Source: an optimization exercise on an open RTL-to-GDS flow (aim: small area, a short achievable clock period and few clock cycles). Production flows keep margins and buffers that such runs may drop.
Only simulation tests tie the RTL to the original design; equivalence was not proved.
Power and IR drop assume default switching activity.

File: flow/run.sh
#!/bin/bash
# synth_recipe.tcl (not shown) runs the flow's synth.tcl, then flattens the netlist and writes it again
# the make line also repeats each setting of config.mk as NAME=value (left out here)
make -C /OpenROAD-flow-scripts/flow DESIGN_CONFIG=/design/flow/config.mk WORK_HOME=/design/flow/orfs CLKGATE_MAP_FILE= SYNTH_SCRIPT=/design/flow/synth_recipe.tcl finish
File: flow/config.mk
export PLATFORM = sky130hd
export DESIGN_NAME = rfdc_core
export DESIGN_NICKNAME = rfdc_core
export VERILOG_FILES = /design/flow/design.v
export SDC_FILE = /design/flow/constraint.sdc
export NUM_CORES = 4
export LEC_CHECK = 0
export CAP_MARGIN = 20
export CORE_MARGIN = 2
export CORE_UTILIZATION = 30
export PLACE_DENSITY = 0.5
export SETUP_SLACK_MARGIN = 5.0
export SLEW_MARGIN = 20
export TNS_END_PERCENT = 20
File: flow/constraint.sdc
create_clock -name core_clock -period 10.0 [get_ports {clk}]
set_input_delay 2.0000 -clock core_clock [delete_from_list [all_inputs] [get_ports {clk}]]
set_output_delay 2.0000 -clock core_clock [all_outputs]
set_load 0.01 [all_outputs]
File: flow/design.v
module rfdc_core (
    input  wire        clk,
    input  wire        rst,
    input  wire        req_valid,
    input  wire        req_write,
    input  wire [5:0]  req_addr,
    input  wire [31:0] req_wdata,
    output wire        rsp_valid,
    output wire [31:0] rsp_rdata
);
    localparam [7:0] OP_NOP    = 8'h00, OP_GETBIT = 8'h10, OP_SETBIT = 8'h11,
                     OP_FILL   = 8'h12, OP_REVB   = 8'h13, OP_SETLEN = 8'h14,
                     OP_RDBYTE = 8'h15, OP_WRBYTE = 8'h16, OP_MATCH  = 8'h20,
                     OP_SEEK   = 8'h21, OP_LCDEC  = 8'h30, OP_DMDEC  = 8'h40,
                     OP_CRC8   = 8'h50;
    localparam [4:0] S_IDLE = 5'd0,  S_MCMP = 5'd1,  S_SEEK = 5'd2,  S_LC   = 5'd3,
                     S_LCR  = 5'd4,  S_DM   = 5'd5,  S_DQL  = 5'd6,  S_CRC  = 5'd7,
                     S_FDBL = 5'd8,  S_REVA = 5'd9,  S_REVB = 5'd10, S_FA1  = 5'd11,
                     S_FW1  = 5'd12, S_FWN  = 5'd13, S_DQ0  = 5'd14, S_LCW  = 5'd15,
                     S_SMP  = 5'd16, S_INIT = 5'd17, S_PRD  = 5'd18, S_SMW  = 5'd19,
                     S_REVC = 5'd20;
    integer i;
    reg [31:0] arg0, arg1, arg2, arg3;
    reg [8:0]  res_lo;           
    reg        res_hi;
    reg [2:0]  err;              
    reg        fault;
    reg        dmprev;
    reg [31:0] patbits [0:7];
    reg [5:0]  patlen  [0:7];
    reg [8:0]  nb0;
    reg [7:0]  nb1, nb2, nb3;
    reg [639:0] mem;             
    reg        rsp_v_q;
    reg [31:0] rsp_d_q;
    reg [17:0] rq;               
    reg [4:0]  st;
    reg [9:0]  cur;              
    reg [9:0]  cnt;              
    reg [10:0] drem;             
    reg [2:0]  dq_word;          
    reg        lvl;              
    reg [63:0] W;                
    reg [31:0] DQ;               
    reg [7:0]  crc;
    assign rsp_valid = rsp_v_q;
    assign rsp_rdata = rsp_d_q;
    function gtc;
        input [5:0] v;
        input integer c;
        integer b;
        reg eq;
        begin
            gtc = 1'b0;
            eq  = 1'b1;
            for (b = 5; b >= 0; b = b - 1) begin
                if (((c >> b) & 1) == 0) gtc = gtc | (eq & v[b]);
                eq = eq & (v[b] == (((c >> b) & 1) == 1));
            end
        end
    endfunction
    function [31:0] thermo;
        input [5:0] l;
        integer k;
        for (k = 0; k < 32; k = k + 1) thermo[k] = gtc(l, k);
    endfunction
    function [7:0] rev8;
        input [7:0] v;
        integer k;
        for (k = 0; k < 8; k = k + 1) rev8[k] = v[7-k];
    endfunction
    function [31:0] byterev;
        input [31:0] v;
        byterev = {v[7:0], v[15:8], v[23:16], v[31:24]};
    endfunction
    function legal_w;
        input [31:0] w;
        case (w[7:0])
            OP_NOP:                                 legal_w = (w[31:8] == 24'd0);
            OP_GETBIT, OP_SETBIT, OP_REVB, OP_SETLEN,
            OP_RDBYTE, OP_WRBYTE, OP_CRC8:          legal_w = (w[31:10] == 22'd0);
            OP_FILL, OP_MATCH, OP_SEEK:             legal_w = (w[31:15] == 17'd0) && (w[11:10] == 2'd0);
            OP_LCDEC:                               legal_w = (w[31:18] == 14'd0);
            OP_DMDEC:                               legal_w = (w[31:12] == 20'd0);
            default:                                legal_w = 1'b0;
        endcase
    endfunction
    function [8:0] nbsel;
        input [1:0] b;
        input [8:0] n0;
        input [7:0] n1, n2, n3;
        case (b)
            2'd0:    nbsel = n0;
            2'd1:    nbsel = {1'b0, n1};
            2'd2:    nbsel = {1'b0, n2};
            default: nbsel = {1'b0, n3};
        endcase
    endfunction
    wire       idle  = (st == S_IDLE);
    wire       hv    = req_valid & idle;
    wire       hcmd  = hv & req_write & (req_addr == 6'd0);
    wire [7:0] iop   = req_wdata[7:0];
    wire [1:0] iba   = req_wdata[9:8];
    wire [2:0] ipa   = req_wdata[14:12];
    wire       ilegal = legal_w(req_wdata);
    wire       iba0  = (iba == 2'd0);
    wire [7:0] op  = rq[7:0];
    wire [1:0] cba = rq[9:8];
    wire [1:0] cbb = rq[11:10];
    wire [2:0] cpa = rq[14:12];
    wire [2:0] cpb = rq[17:15];
    reg        is_seek, is_lc, is_crc, is_fill, is_revb, is_rdbyte, is_getbit, is_setbit;
    reg [2:0]  sel_pb;
    always @(posedge clk)
        if (hcmd) begin
            is_seek   <= (iop == OP_SEEK);
            is_lc     <= (iop == OP_LCDEC);
            is_crc    <= (iop == OP_CRC8);
            is_fill   <= (iop == OP_FILL);
            is_revb   <= (iop == OP_REVB);
            is_rdbyte <= (iop == OP_RDBYTE);
            is_getbit <= (iop == OP_GETBIT);
            is_setbit <= (iop == OP_SETBIT);
            sel_pb    <= (iop == OP_SEEK) ? ipa : req_wdata[17:15];
        end
    wire       ba0     = (cba == 2'd0);
    wire a0_lt32  = (arg0[31:5] == 27'd0);
    wire a0_lt16  = a0_lt32 & ~arg0[4];
    wire a0_lt512 = (arg0[31:9] == 23'd0);
    wire a0_lt256 = a0_lt512 & ~arg0[8];
    wire a0_lt128 = a0_lt256 & ~arg0[7];
    wire a0_is256 = a0_lt512 & arg0[8] & (arg0[7:0] == 8'd0);
    wire a0_is128 = a0_lt256 & arg0[7] & (arg0[6:0] == 7'd0);
    wire a0_zero  = a0_lt128 & (arg0[6:0] == 7'd0);
    wire ibit_ok  = iba0 ? a0_lt256 : a0_lt128;                   
    wire ibyte_ok = iba0 ? a0_lt32  : a0_lt16;                    
    wire ilen_ok  = iba0 ? (a0_lt256 | a0_is256) : (a0_lt128 | a0_is128);
    wire [9:0] cur0 = a0_lt512 ? {1'b0, arg0[8:0]} : 10'd511;
    wire cbit_ok  = (cba == 2'd0) ? a0_lt256 : a0_lt128;
    wire cbyte_ok = (cba == 2'd0) ? a0_lt32  : a0_lt16;
    wire a1_le32  = (arg1[31:6] == 26'd0) & ~(arg1[5] & (arg1[4:0] != 5'd0));
    wire a0_le32  = (arg0[31:6] == 26'd0) & ~(arg0[5] & (arg0[4:0] != 5'd0));
    wire [6:0] crc_end = {1'b0, arg0[5:0]} + {1'b0, arg1[5:0]};
    wire icrc_ok  = a0_le32 & a1_le32 & (crc_end <= (iba0 ? 7'd32 : 7'd16));
    wire a1_zero  = (arg1 == 32'd0);
    wire [5:0]  ilA   = patlen[ipa];
    wire        hprd  = hv & ~req_write & (req_addr[5:4] == 2'b01);
    reg         prd_len;
    wire       ifill0 = (ilA == 6'd0) | a0_zero;                  
    wire igo_long = ilegal & ((iop == OP_FILL & ~ifill0) | (iop == OP_REVB) | (iop == OP_MATCH) |
                              (iop == OP_SEEK) | (iop == OP_LCDEC) | (iop == OP_DMDEC) |
                              (iop == OP_CRC8 & icrc_ok & ~a1_zero) | (iop == OP_SETBIT));
    reg  [31:0] pbr;
    reg  [5:0]  lbr;
    wire [2:0]  psel_a = (st == S_DQ0) ? cpb : cpa;
    wire [31:0] pA = patbits[psel_a];
    wire [5:0]  lA = patlen[psel_a];
    wire [31:0] pB = is_seek ? pA : pbr;
    wire [5:0]  lB = is_seek ? lA : lbr;
    wire [8:0]  nb_src  = nbsel(cba, nb0, nb1, nb2, nb3);
    wire [8:0]  cap_dst = (cbb == 2'd0) ? 9'd256 : 9'd128;
    reg [1:0] rd_buf;
    reg [2:0] rd_word;
    wire [2:0] revn = ba0 ? 3'd7 : 3'd3;    
    always @(*) begin
        rd_buf  = cba;
        rd_word = cur[7:5] + 3'd1;
        case (st)
            S_IDLE: begin
                rd_buf  = iba;
                rd_word = req_wdata[2] ? arg0[4:2] : arg0[7:5];
            end
            S_SMP:  rd_word = arg0[7:5];
            S_INIT, S_FDBL: rd_word = is_crc ? arg0[4:2] : 3'd0;
            S_LCR:  rd_word = cur[7:5];
            S_DQL, S_DQ0: begin rd_buf = cbb; rd_word = cnt[7:5]; end
            S_FA1, S_FW1, S_FWN: rd_word = cnt[7:5] + 3'd1;
            S_REVA: rd_word = revn - cnt[2:0];
            S_REVC: rd_word = cnt[2:0] + 3'd1;
            default: ;
        endcase
    end
    wire [2:0] ev_j = rd_word + 3'd1;
    reg [31:0] ev_b [0:3];
    reg [31:0] od_b [0:3];
    always @(*) begin
        case (ev_j[2:1])
            2'd0:    ev_b[0] = mem[32*0 +: 32];
            2'd1:    ev_b[0] = mem[32*2 +: 32];
            2'd2:    ev_b[0] = mem[32*4 +: 32];
            default: ev_b[0] = mem[32*6 +: 32];
        endcase
        case (rd_word[2:1])
            2'd0:    od_b[0] = mem[32*1 +: 32];
            2'd1:    od_b[0] = mem[32*3 +: 32];
            2'd2:    od_b[0] = mem[32*5 +: 32];
            default: od_b[0] = mem[32*7 +: 32];
        endcase
        for (i = 1; i < 4; i = i + 1) begin
            ev_b[i] = ev_j[1]    ? mem[32*(4*i+6) +: 32] : mem[32*(4*i+4) +: 32];
            od_b[i] = rd_word[1] ? mem[32*(4*i+7) +: 32] : mem[32*(4*i+5) +: 32];
        end
    end
    wire [31:0] ev_w  = ev_b[rd_buf];
    wire [31:0] od_w  = od_b[rd_buf];
    wire [31:0] rd_lo = rd_word[0] ? od_w : ev_w;
    wire [31:0] rd_hi = rd_word[0] ? ev_w : od_w;
    wire [63:0] wsh = W >> cur[4:0];
    wire [32:0] A   = wsh[32:0];
    wire [31:0] winB = is_seek ? A[32:1] : A[31:0];
    wire eqA = (((A[31:0] ^ pA) & thermo(lA)) == 32'd0);
    wire eqB = (((winB    ^ pB) & thermo(lB)) == 32'd0);
    wire d_pos  = ~drem[10];
    wire d_big  = d_pos & (drem[9:6] != 4'd0);
    wire rngA = d_big | (d_pos & (drem[5:0] >= lA));
    wire rngB = d_big | (d_pos & (is_seek ? (drem[5:0] > lB) : (drem[5:0] >= lB)));
    wire mA = eqA & rngA;
    wire mB = eqB & rngB;
    wire a1_big = (arg1[31:10] != 22'd0);
    wire kv0 = (cnt != 10'd0);
    wire kv1 = (cnt[9:1] != 9'd0);
    wire sv0 = kv0 & rngA;
    wire sv1 = kv1 & rngB;
    wire lc_full = (cnt[8:0] == cap_dst);
    wire lc_slow = (cba == cbb) & ((lA == 6'd0) | (lB == 6'd0));
    wire [9:0] curA = cur + {4'd0, lA};
    wire [9:0] curB = cur + {4'd0, lB};
    wire [10:0] dremA = drem - {5'd0, lA};
    wire [10:0] dremB = drem - {5'd0, lB};
    wire [9:0]  lc_cur  = (curA & {10{mA}}) | (curB & {10{~mA}});
    wire [10:0] lc_dist = (dremA & {11{mA}}) | (dremB & {11{~mA}});
    wire crossA = ({1'b0, cur[4:0]} + lA) >= 6'd32;
    wire crossB = ({1'b0, cur[4:0]} + lB) >= 6'd32;
    wire lc_emit = ~lc_full & (mA | mB);
    wire dm_stop = lc_full | ~(d_big | (d_pos & (drem[5:1] != 5'd0))) | (A[0] == lvl);
    wire dm_two  = ~dm_stop & (cnt[8:0] + 9'd1 != cap_dst) & (d_big | (d_pos & (drem[5:2] != 4'd0)))
                 & (A[2] != A[1]) & (cnt[4:0] != 5'd31);
    wire [9:0] dm_cur = cur + (dm_two ? 10'd4 : 10'd2);
    wire [9:0] dm_cnt = cnt + (dm_two ? 10'd2 : 10'd1);
    wire [7:0] crc_byte = W[8*cur[4:3] +: 8];
    reg  [7:0] crc_nx;
    reg        fb;
    always @(*) begin
        crc_nx = crc;
        for (i = 0; i < 8; i = i + 1) begin
            fb     = crc_nx[7] ^ crc_byte[i];
            crc_nx = {crc_nx[6:0], 1'b0} ^ (fb ? arg3[7:0] : 8'd0);
        end
    end
    wire [8:0]  fill_m   = (ba0 ? a0_lt256 : a0_lt128) ? arg0[8:0] : (ba0 ? 9'd256 : 9'd128);
    wire [31:0] fill_x0  = pA & thermo(lA);
    wire [4:0]  fill_o0  = 5'd0 - lA[4:0];                   
    wire [4:0]  fill_od  = {cur[3:0], 1'b0};                 
    wire [31:0] fill_xd  = W[63:32] | A[31:0];
    wire [9:0]  fill_rem = drem[9:0];                        
    wire        fill_last = (fill_rem[9:6] == 4'd0) & ~(fill_rem[5] & (fill_rem[4:0] != 5'd0));
    wire [31:0] fill_new = (st == S_FA1) ? W[31:0] : A[31:0];
    wire [31:0] fill_msk = fill_last ? thermo(fill_rem[5:0]) : 32'hFFFF_FFFF;
    wire [31:0] fill_wd  = (fill_new & fill_msk) | (DQ & ~fill_msk);    
    reg         ins_en;
    reg         ins_v;
    always @(*) begin
        ins_en = 1'b0;
        ins_v  = 1'b0;
        case (st)
            S_LC: begin ins_en = lc_emit;  ins_v = ~mA; end
            S_DM: begin ins_en = ~dm_stop; ins_v = (A[0] == A[1]); end
            default: ;
        endcase
    end
    reg  [31:0] set_word;
    always @(*) begin
        set_word = DQ;
        set_word[arg0[4:0]] = arg1[0];
    end
    wire        ins_two  = (st == S_DM) & dm_two;
    reg  [31:0] ins_word;
    always @(*) begin
        ins_word = DQ;
        if (ins_en)  ins_word[cnt[4:0]] = ins_v;
        if (ins_two) ins_word[cnt[4:0] + 5'd1] = (A[2] == A[3]);
    end
    reg        wr_en;
    reg [1:0]  wr_buf;
    reg [2:0]  wr_word;
    reg [3:0]  wr_be;
    reg [31:0] wr_d;
    always @(*) begin
        wr_en   = 1'b0;
        wr_buf  = cba;
        wr_word = cnt[7:5];
        wr_be   = 4'hF;
        wr_d    = set_word;
        case (st)
            S_IDLE: begin
                wr_en   = hcmd & ilegal & (iop == OP_WRBYTE) & ibyte_ok;
                wr_buf  = iba;
                wr_word = arg0[4:2];
                wr_be   = 4'b0001 << arg0[1:0];
                wr_d    = {4{rev8(arg1[7:0])}};
            end
            S_SMW: begin
                wr_en   = cbit_ok;
                wr_word = arg0[7:5];
            end
            S_LC, S_DM, S_DQL, S_LCW, S_LCR: begin
                wr_en   = ~lc_full | (st == S_DQL);
                wr_buf  = cbb;
                wr_word = dq_word;
                wr_d    = DQ;
            end
            S_FA1, S_FW1, S_FWN: begin
                wr_en = 1'b1;
                wr_d  = fill_wd;
            end
            S_REVB: begin
                wr_en   = 1'b1;
                wr_word = cnt[2:0];
                wr_d    = byterev(DQ);
            end
            S_REVC: begin
                wr_en   = 1'b1;
                wr_word = revn - cnt[2:0];
                wr_d    = byterev(W[31:0]);
            end
            default: ;
        endcase
    end
    wire [31:0] wr_dr = wr_d & {32{~rst}};
    wire [31:0] id_r  = req_wdata & {32{~rst}};
    wire [5:0]  wlen  = (req_wdata[31:6] != 26'd0 || (req_wdata[5] && req_wdata[4:0] != 5'd0))
                        ? 6'd32 : req_wdata[5:0];
    wire [5:0]  wlen_r = wlen & {6{~rst}};
    wire        hwr   = hv & req_write;
    genvar gw, gb, gp;
    generate
        for (gw = 0; gw < 20; gw = gw + 1) begin : g_word
            localparam integer BUFI = (gw < 8) ? 0 : (gw < 12) ? 1 : (gw < 16) ? 2 : 3;
            localparam integer WI   = (gw < 8) ? gw : (gw - 8) % 4;
            wire wsel = wr_en & (wr_buf == BUFI) & (wr_word == WI);
            for (gb = 0; gb < 4; gb = gb + 1) begin : g_byte
                wire we = (wsel & wr_be[gb]) | rst;
                always @(posedge clk)
                    if (we) mem[32*gw + 8*gb +: 8] <= wr_dr[8*gb +: 8];
            end
        end
        for (gp = 0; gp < 8; gp = gp + 1) begin : g_pat
            always @(posedge clk) begin
                if (rst | (hwr & (req_addr == 6'h10 + 2*gp))) patbits[gp] <= id_r;
                if (rst | (hwr & (req_addr == 6'h11 + 2*gp))) patlen[gp]  <= wlen_r;
            end
        end
    endgenerate
    always @(posedge clk) begin
        if (rst | (hwr & (req_addr == 6'h04))) arg0 <= id_r;
        if (rst | (hwr & (req_addr == 6'h05))) arg1 <= id_r;
        if (rst | (hwr & (req_addr == 6'h06))) arg2 <= id_r;
        if (rst | (hwr & (req_addr == 6'h07))) arg3 <= id_r;
        if (hcmd) rq <= req_wdata[17:0];
        else if (hprd) begin
            rq[14:12] <= req_addr[3:1];
            prd_len   <= req_addr[0];
        end
    end
    reg [31:0] host_rdata;
    always @(*) begin
        host_rdata = 32'd0;
        case (req_addr)
            6'h01: host_rdata = {23'd0, fault, 5'd0, err};
            6'h02: host_rdata = {{23{res_hi}}, res_lo};
            6'h04: host_rdata = arg0;
            6'h05: host_rdata = arg1;
            6'h06: host_rdata = arg2;
            6'h07: host_rdata = arg3;
            6'h08: host_rdata = {31'd0, dmprev};
            6'h20: host_rdata = {23'd0, nb0};
            6'h21: host_rdata = {24'd0, nb1};
            6'h22: host_rdata = {24'd0, nb2};
            6'h23: host_rdata = {24'd0, nb3};
            6'h24: host_rdata = 32'd32;
            6'h25, 6'h26, 6'h27: host_rdata = 32'd16;
            default: host_rdata = 32'd0;
        endcase
    end
    reg         sh_v;
    wire        sh_ok  = is_rdbyte ? cbyte_ok : cbit_ok;
    wire [8:0]  sh_res = is_getbit ? {8'd0, W[arg0[4:0]]} : {1'b0, rev8(W[8*arg0[1:0] +: 8])};
    always @(posedge clk) begin
        if (st == S_PRD)
            rsp_d_q <= prd_len ? {26'd0, lA} : pA;
        else if (sh_v & (req_addr == 6'h01))
            rsp_d_q <= {23'd0, fault | ~sh_ok, 5'd0, sh_ok ? 3'd0 : 3'd1};
        else if (sh_v & (req_addr == 6'h02))
            rsp_d_q <= sh_ok ? {23'd0, sh_res} : {{23{res_hi}}, res_lo};
        else
            rsp_d_q <= host_rdata;
    end
    always @(posedge clk) begin
        if (rst) begin
            res_lo  <= 9'd0;
            res_hi  <= 1'b0;
            err     <= 3'd0;
            fault   <= 1'b0;
            dmprev  <= 1'b0;
            nb0 <= 9'd0; nb1 <= 8'd0; nb2 <= 8'd0; nb3 <= 8'd0;
            st      <= S_IDLE;
            rsp_v_q <= 1'b0;
            sh_v    <= 1'b0;
        end else begin
            rsp_v_q <= 1'b0;
            sh_v    <= hcmd & ilegal & ((iop == OP_GETBIT) | (iop == OP_RDBYTE));
            if (sh_v) begin
                if (sh_ok) begin
                    res_lo <= sh_res; res_hi <= 1'b0; err <= 3'd0;
                end else begin
                    err <= 3'd1; fault <= 1'b1;
                end
            end
            case (st)
                S_IDLE: if (hv) begin
                    rsp_v_q <= ~(hcmd & igo_long) & ~hprd;
                    if (hprd) st <= S_PRD;
                    if (hwr & (req_addr == 6'h08)) dmprev <= req_wdata[0];
                    if (hcmd) begin
                        if (!ilegal) begin
                            err   <= 3'd4;
                            fault <= 1'b1;
                        end else begin
                            case (iop)
                                OP_NOP: err <= 3'd0;
                                OP_SETBIT: st <= S_SMP;
                                OP_WRBYTE: begin
                                    if (ibyte_ok) err <= 3'd0;
                                    else begin err <= 3'd1; fault <= 1'b1; end
                                end
                                OP_SETLEN: begin
                                    if (ilen_ok) begin
                                        case (iba)
                                            2'd0: nb0 <= arg0[8:0];
                                            2'd1: nb1 <= arg0[7:0];
                                            2'd2: nb2 <= arg0[7:0];
                                            default: nb3 <= arg0[7:0];
                                        endcase
                                        err <= 3'd0;
                                    end else begin
                                        err <= 3'd1; fault <= 1'b1;
                                    end
                                end
                                OP_FILL: begin
                                    if (ifill0) begin
                                        res_lo <= 9'd0; res_hi <= 1'b0; err <= 3'd0;
                                    end else begin
                                        st <= S_INIT;
                                    end
                                end
                                OP_REVB:  st <= S_INIT;
                                OP_MATCH: st <= S_MCMP;
                                OP_SEEK:  st <= S_SEEK;
                                OP_LCDEC: st <= S_DQ0;
                                OP_DMDEC: st <= S_DQ0;
                                OP_CRC8: begin
                                    if (!icrc_ok) begin
                                        err <= 3'd1; fault <= 1'b1;
                                    end else if (a1_zero) begin
                                        res_lo <= {1'b0, arg2[7:0]}; res_hi <= 1'b0; err <= 3'd0;
                                    end else begin
                                        st <= S_INIT;
                                    end
                                end
                                default: ;
                            endcase
                        end
                    end
                end
                S_SMP: st <= S_SMW;
                S_SMW: begin
                    if (cbit_ok) err <= 3'd0;
                    else begin err <= 3'd1; fault <= 1'b1; end
                    st <= S_IDLE; rsp_v_q <= 1'b1;
                end
                S_INIT: st <= is_crc ? S_CRC : is_revb ? S_REVA :
                              (lA == 6'd32) ? S_FA1 : S_FDBL;
                S_PRD: begin
                    st <= S_IDLE; rsp_v_q <= 1'b1;
                end
                S_MCMP: begin
                    res_lo <= {8'd0, mA};
                    res_hi <= 1'b0;
                    err    <= 3'd0;
                    st     <= S_IDLE;
                    rsp_v_q <= 1'b1;
                end
                S_SEEK: begin
                    if (sv0 & eqA) begin
                        res_lo <= cur[8:0]; res_hi <= 1'b0; err <= 3'd0;
                        st <= S_IDLE; rsp_v_q <= 1'b1;
                    end else if (sv1 & eqB) begin
                        res_lo <= cur[8:0] + 9'd1; res_hi <= 1'b0; err <= 3'd0;
                        st <= S_IDLE; rsp_v_q <= 1'b1;
                    end else if (!sv1) begin
                        res_lo <= 9'h1FF; res_hi <= 1'b1; err <= 3'd2;
                        st <= S_IDLE; rsp_v_q <= 1'b1;
                    end
                end
                S_LC: begin
                    if (lc_emit) begin
                        if (lc_slow) st <= S_LCW;
                        else if (cnt[4:0] == 5'd31) st <= S_DQL;
                    end else begin
                        case (cbb)
                            2'd0: nb0 <= cnt[8:0];
                            2'd1: nb1 <= cnt[7:0];
                            2'd2: nb2 <= cnt[7:0];
                            default: nb3 <= cnt[7:0];
                        endcase
                        res_lo <= cnt[8:0]; res_hi <= 1'b0; err <= 3'd0;
                        st <= S_IDLE; rsp_v_q <= 1'b1;
                    end
                end
                S_LCW: st <= S_LCR;
                S_LCR: st <= (cnt[4:0] == 5'd0) ? S_DQL : S_LC;
                S_DM: begin
                    if (!dm_stop) begin
                        if (dm_cnt[4:0] == 5'd0) st <= S_DQL;
                    end else begin
                        case (cbb)
                            2'd0: nb0 <= cnt[8:0];
                            2'd1: nb1 <= cnt[7:0];
                            2'd2: nb2 <= cnt[7:0];
                            default: nb3 <= cnt[7:0];
                        endcase
                        res_lo <= cnt[8:0]; res_hi <= 1'b0; err <= 3'd0;
                        dmprev <= lvl;
                        st <= S_IDLE; rsp_v_q <= 1'b1;
                    end
                end
                S_DQL, S_DQ0: st <= is_lc ? S_LC : S_DM;
                S_FDBL: if (cur[4:0] <= 5'd16) st <= S_FA1;
                S_FA1, S_FW1, S_FWN: begin
                    if (fill_last) begin
                        res_lo <= fill_m; res_hi <= 1'b0; err <= 3'd0;
                        st <= S_IDLE; rsp_v_q <= 1'b1;
                    end else begin
                        st <= (st == S_FA1) ? S_FW1 : S_FWN;
                    end
                end
                S_CRC: begin
                    if (cnt[5:0] == 6'd1) begin
                        res_lo <= {1'b0, crc_nx}; res_hi <= 1'b0; err <= 3'd0;
                        st <= S_IDLE; rsp_v_q <= 1'b1;
                    end
                end
                S_REVA: st <= S_REVB;
                S_REVB: st <= S_REVC;
                S_REVC: begin
                    if (cnt[2:0] == {1'b0, revn[2:1]}) begin
                        err <= 3'd0;
                        st <= S_IDLE; rsp_v_q <= 1'b1;
                    end else begin
                        st <= S_REVA;
                    end
                end
                default: st <= S_IDLE;
            endcase
        end
    end
    always @(posedge clk) begin
        case (st)
            S_IDLE: begin
                cur <= cur0;
                cnt <= (iop == OP_SEEK) ? (a1_big ? 10'h3FF : arg1[9:0]) : 10'd0;
                drem <= {2'b0, nbsel(iba, nb0, nb1, nb2, nb3)} - {1'b0, cur0};
                lvl <= dmprev;
                W   <= {rd_hi, rd_lo};
            end
            S_SMP, S_REVA: DQ <= rd_lo;
            S_INIT: begin
                DQ   <= rd_lo;
                cur  <= is_crc ? {2'b0, arg0[4:0], 3'b000} : {5'd0, fill_o0};
                cnt  <= is_crc ? {4'b0, arg1[5:0]} : 10'd0;
                drem <= {2'b0, fill_m};
                crc <= arg2[7:0];
                if (is_fill)
                    W <= (lA == 6'd32) ? {32'd0, pA} : {fill_x0, 32'd0};
                else
                    W <= {rd_hi, rd_lo};
            end
            S_SEEK: begin
                cur  <= cur + 10'd2;
                cnt  <= cnt - 10'd2;
                drem <= drem - 11'd2;
                if (cur[4:1] == 4'hF) W <= {rd_hi, rd_lo};
            end
            S_LC: begin
                if (lc_emit) begin
                    cur  <= lc_cur;
                    drem <= lc_dist;
                    cnt  <= cnt + 10'd1;
                    if (mA ? crossA : crossB) W <= {rd_hi, rd_lo};
                end
                DQ <= ins_word;
            end
            S_LCR: W <= {rd_hi, rd_lo};
            S_DM: begin
                if (!dm_stop) begin
                    cur  <= dm_cur;
                    drem <= drem - (dm_two ? 11'd4 : 11'd2);
                    cnt  <= dm_cnt;
                    lvl <= dm_two ? A[3] : A[1];
                    if (dm_cur[9:5] != cur[9:5]) W <= {rd_hi, rd_lo};
                end
                DQ <= ins_word;
            end
            S_DQL, S_DQ0: begin
                if (st == S_DQ0) begin
                    pbr <= pA;
                    lbr <= lA;
                end
                DQ      <= rd_lo;
                dq_word <= cnt[7:5];
            end
            S_FDBL: begin
                DQ <= rd_lo;
                if (cur[4:0] >= 5'd16) cur[4:0] <= fill_od;
                W <= (cur[4:0] > 5'd16) ? {fill_xd, 32'd0} : {32'd0, fill_xd};
            end
            S_FA1: begin
                DQ <= rd_lo;
                drem <= drem - 11'd32;
                cnt <= cnt + 10'd32;
                W[63:32] <= A[31:0];
            end
            S_FW1: begin
                DQ <= rd_lo;
                drem <= drem - 11'd32;
                cnt <= cnt + 10'd32;
                cur[4:0] <= {cur[3:0], 1'b0};
                W[63:32] <= A[31:0];
            end
            S_FWN: begin
                DQ <= rd_lo;
                drem <= drem - 11'd32;
                cnt <= cnt + 10'd32;
                W <= {A[31:0], W[63:32]};
            end
            S_CRC: begin
                crc <= crc_nx;
                cur <= cur + 10'd8;
                cnt <= cnt - 10'd1;
                if (cur[4:3] == 2'd3) W <= {rd_hi, rd_lo};
            end
            S_REVC: begin
                cnt <= cnt + 10'd1;
                W[31:0] <= rd_lo;
            end
            default: ;
        endcase
    end
endmodule
==> reports/metrics.csv <==
metric,value,unit
drv_slew,0,
fin_worst_skew,0.08673,ns
period_minus_slack,5.792,ns
clock_latency,0.86,ns
wl,366.1,mm
stdcell_count,10600,
grt_max_degree,71,
critPathKind,reg2reg,
synth_edf_count,1266,
clock-root-buffer,clkbuf_16,
hold_path_end,err[1],
viasPerCell,6.272,
hold_start,err[1],
worst_setup_path_end_kind,register,
path_cells,and2b_4 -> buf_12 -> nand2_8 -> inv_12 -> buf_4 -> o31ai_1 -> a22oi_1 -> o21ai_0 -> o22ai_1 -> buf_4 -> xor2_1 -> a221oi_1 -> o21ai_0 -> nand4_2 -> buf_4 -> nor4_4 -> nor3b_4 -> buf_12 -> buf_12 -> or3_4 -> o311a_1 -> a2bb2oi_1,
status,timing/DRC/antenna clean,
final_common_cell,edfxtp_1,
finalNetCount,7267,
ys_async_sr_fraction,0,%
crit_path_max_incr_delay,0.83,ns
power,18.72,mW
power_density,197.4,nW/um^2
synth_cell_types,123,
fin_crit_sh,57.92,%
rows,183,
setup_tns,0,ns
cp-start-kind,register,
r2r_cells,22,
reg2reg_to,DQ[16],
rsz0062_at_grt,yes,
ir_drop,0.1605,mV
area_delta_synth_final,25.96,%
io_buffers,74,
clock_sinks,1353,
ys_warn_count,5,
cts_hold_buf,0,
cts_tree,built,
required,10.58,ns
tightest_slew,1.185,ns
grt_usage,27.53,%
max_clock_freq,172.7,MHz
antenna_found_initial,34,
critical-path-slowest-cell,o31ai_1,
grt_overflow_total,0,
rr_startpoint,st[0],
antenna_left,0,
hold-path-cell-count,2,
ys_ff_latch,1353,
max_slew_margin,21.02,%
gp_congestion,1.062,
drc,0,
ios,75,
drive_above_1_share,25.19,%
drt_iter0_drc,10840,
die_h,504.9,um
vias,66490,
worstPathMaxFanout,6,
synth_ff_type,edfxtp_1,
setup_viol,0,
hold_class,reg2reg,
first_pass_iters,14,
synth_cells,6667,
worst_ep_arrival_time,6.37,ns
grt_pass1_wl,501.9,mm
placed_cells,9845,
drv_cap,0,
layout_common_cells,"edfxtp_1 (1266), nand2_1 (627), buf_4 (525)",
cts_max_path_buffers,3,
yosysSeqAreaShare,52.82,%
cts_made_buffers,157,
syn_avg_cell_area,11.29,sq um
first_global_vias,61900,
synth_area,75270,sq um
p_leak,34.06,nW
h-tree-depth,4,
core_area,249100,sq um
die_w,504.9,um
die-area,254900,sq um
floorplan.initialDensity,30.21,%
wl_per_cell,34.53,um
r2r_slack,4.21,ns
finalHoldViolCount,0,
synth_nets,6805,
hpwl,250.0,mm
path_clk_slew,0.06,ns
flip-flops by register name (all words and copies together), names as in the netlist, 9 cells and up:
signal / flops
rsp_d_q: 32
rq: 10
cur: 9
res_lo: 9
cnt: 10
mem: 640
arg2: 32
arg1: 32
pbr: 32
arg3: 32
W: 64
patbits: 256
DQ: 32
drem: 11
arg0: 32
nb0: 9
patlen: 48
critical path, delay by kind of cell, from the launching register on:
kind,cells,cell delay (ns)
AOI/OAI and AO/OA,8,2.54
and+or+nand+nor,6,1.22
buffers and inverters,7,1.13
DFF,1,0.43
xor gates and xnor gates,1,0.20
synth_stat cells, types with 113 or more instances:
master / n / area [sq um]
edfxtp_1: 1266 / 38020
nand2_1: 651 / 2444
nor2_1: 519 / 1948
a21oi_1: 411 / 2057
o21ai_0: 410 / 2052
clkbuf_1: 351 / 1318
mux2i_1: 218 / 2182
mux4_2: 186 / 4189
nand3_1: 182 / 910.9
xnor2_1: 148 / 1296
a22oi_1: 147 / 1104
a21o_1: 127 / 953.4
inv_1: 113 / 424.2
how the worst max path moves through the flow:
stage	from	to	cells past startpoint
floorplan	req_wdata[2]	DQ[3]	19
global placement	st[2]	nb3[1]	27
detailed placement	st[2]	nb3[5]	27
CTS	st[4]	DQ[16]	25
global route	st[4]	DQ[16]	31
finish	st[0]	DQ[16]	22
logic make-up (layout without fill, tap and decap cells):
logic type / count (synthesis) / after routing / share of synthesized area [%]
adder cells (fa/ha/maj): 97 / 97 / 1.709
flip-flops: 1353 / 1353 / 52.82
other: 0 / 14 / 0
AO/OA/AOI/OAI: 2044 / 2045 / 18.70
buffers and inverters: 616 / 1200 / 3.311
multiplexers: 450 / 450 / 9.153
AND/OR/NAND/NOR: 1879 / 1884 / 11.59
XOR/XNOR: 228 / 228 / 2.708
per-layer routing:
metal | vias up | GRT usage (%) | wire length [um]
met5 | - | 0.5255 | 442
met4 | 36 | 15.02 | 24700
met3 | 1170 | 7.937 | 45560
li1 | 26920 | - | -
met1 | 33450 | 36.95 | 142900
met2 | 4912 | 39.75 | 152400
per-stage QoR:
step / area [sq um] / setup WS (ns) / util, % / hold slack, ns
4_1_cts: 93220 / 4.335 / 37.42 / 0.4888
6_report: 94810 / 4.208 / 38.06 / 0.4906
3_3_place_gp: 81220 / 1.638 / 32.60 / 0.4794
5_1_grt: 94780 / 4.174 / 38.05 / 0.5057
2_1_floorplan: 76020 / 4.334 / - / 0.4536
3_5_place_dp: 81240 / 1.554 / 32.61 / 0.4796
power breakdown:
part	internal (mW)	switching, mW
Combinational	2.05	3.52
Clock	3.35	2.58
Sequential	6.74	0.480
Total	12.1	6.58
cell type report:
type / instances / area, sq um
inverters: 127 / 554.3
well taps: 3330 / 4167
repair buffers: 786 / 8105
diodes: 14 / 35.03
clock inverters: 91 / 1040
multi-input cells: 4704 / 36910
fillers: 24130 / 154300
flip-flops and latches: 1353 / 39780
clock buffers: 196 / 4220
what timing repair did:
action                     4_1_cts  5_1_grt
gates resized for setup        682      142
buffers inserted               331       91
setup endpoints to repair     1013     1183
cloned                          28        3
pin swaps                      164      108
Testbench counts, summed over its fixed seeds: cycles 17,953.

-- what the ideal ports hide --
Ports are ideal in the flow. The routed layout listed here was re-timed in OpenROAD. Step 1 sets driving cells, clkbuf_16 on the clock port and buf_2 on the other inputs (assumed; they add their load-dependent delay and slew). Step 2 moves the port delays by t, midway between the first and last clock arrival at a register: inputs arrive t later, outputs are due t later. That takes back most of the time a late clock gives input paths. Slacks: no drivers / after step 1 / after step 2; pairs: no drivers / after step 1.
t (ns): 0.922
setup slack, ns: 4.208 / 4.208 / 3.624
worst setup path at the end: input to register
latest minus earliest clock arrival (ns): 0.087 / 0.087
worst slew at a driven data input, ns: 0.11
After both steps setup and hold are still met in this run. For this run, drivers alone change the setup slack by 0.000 ns; drivers and shift together by -0.584 ns.
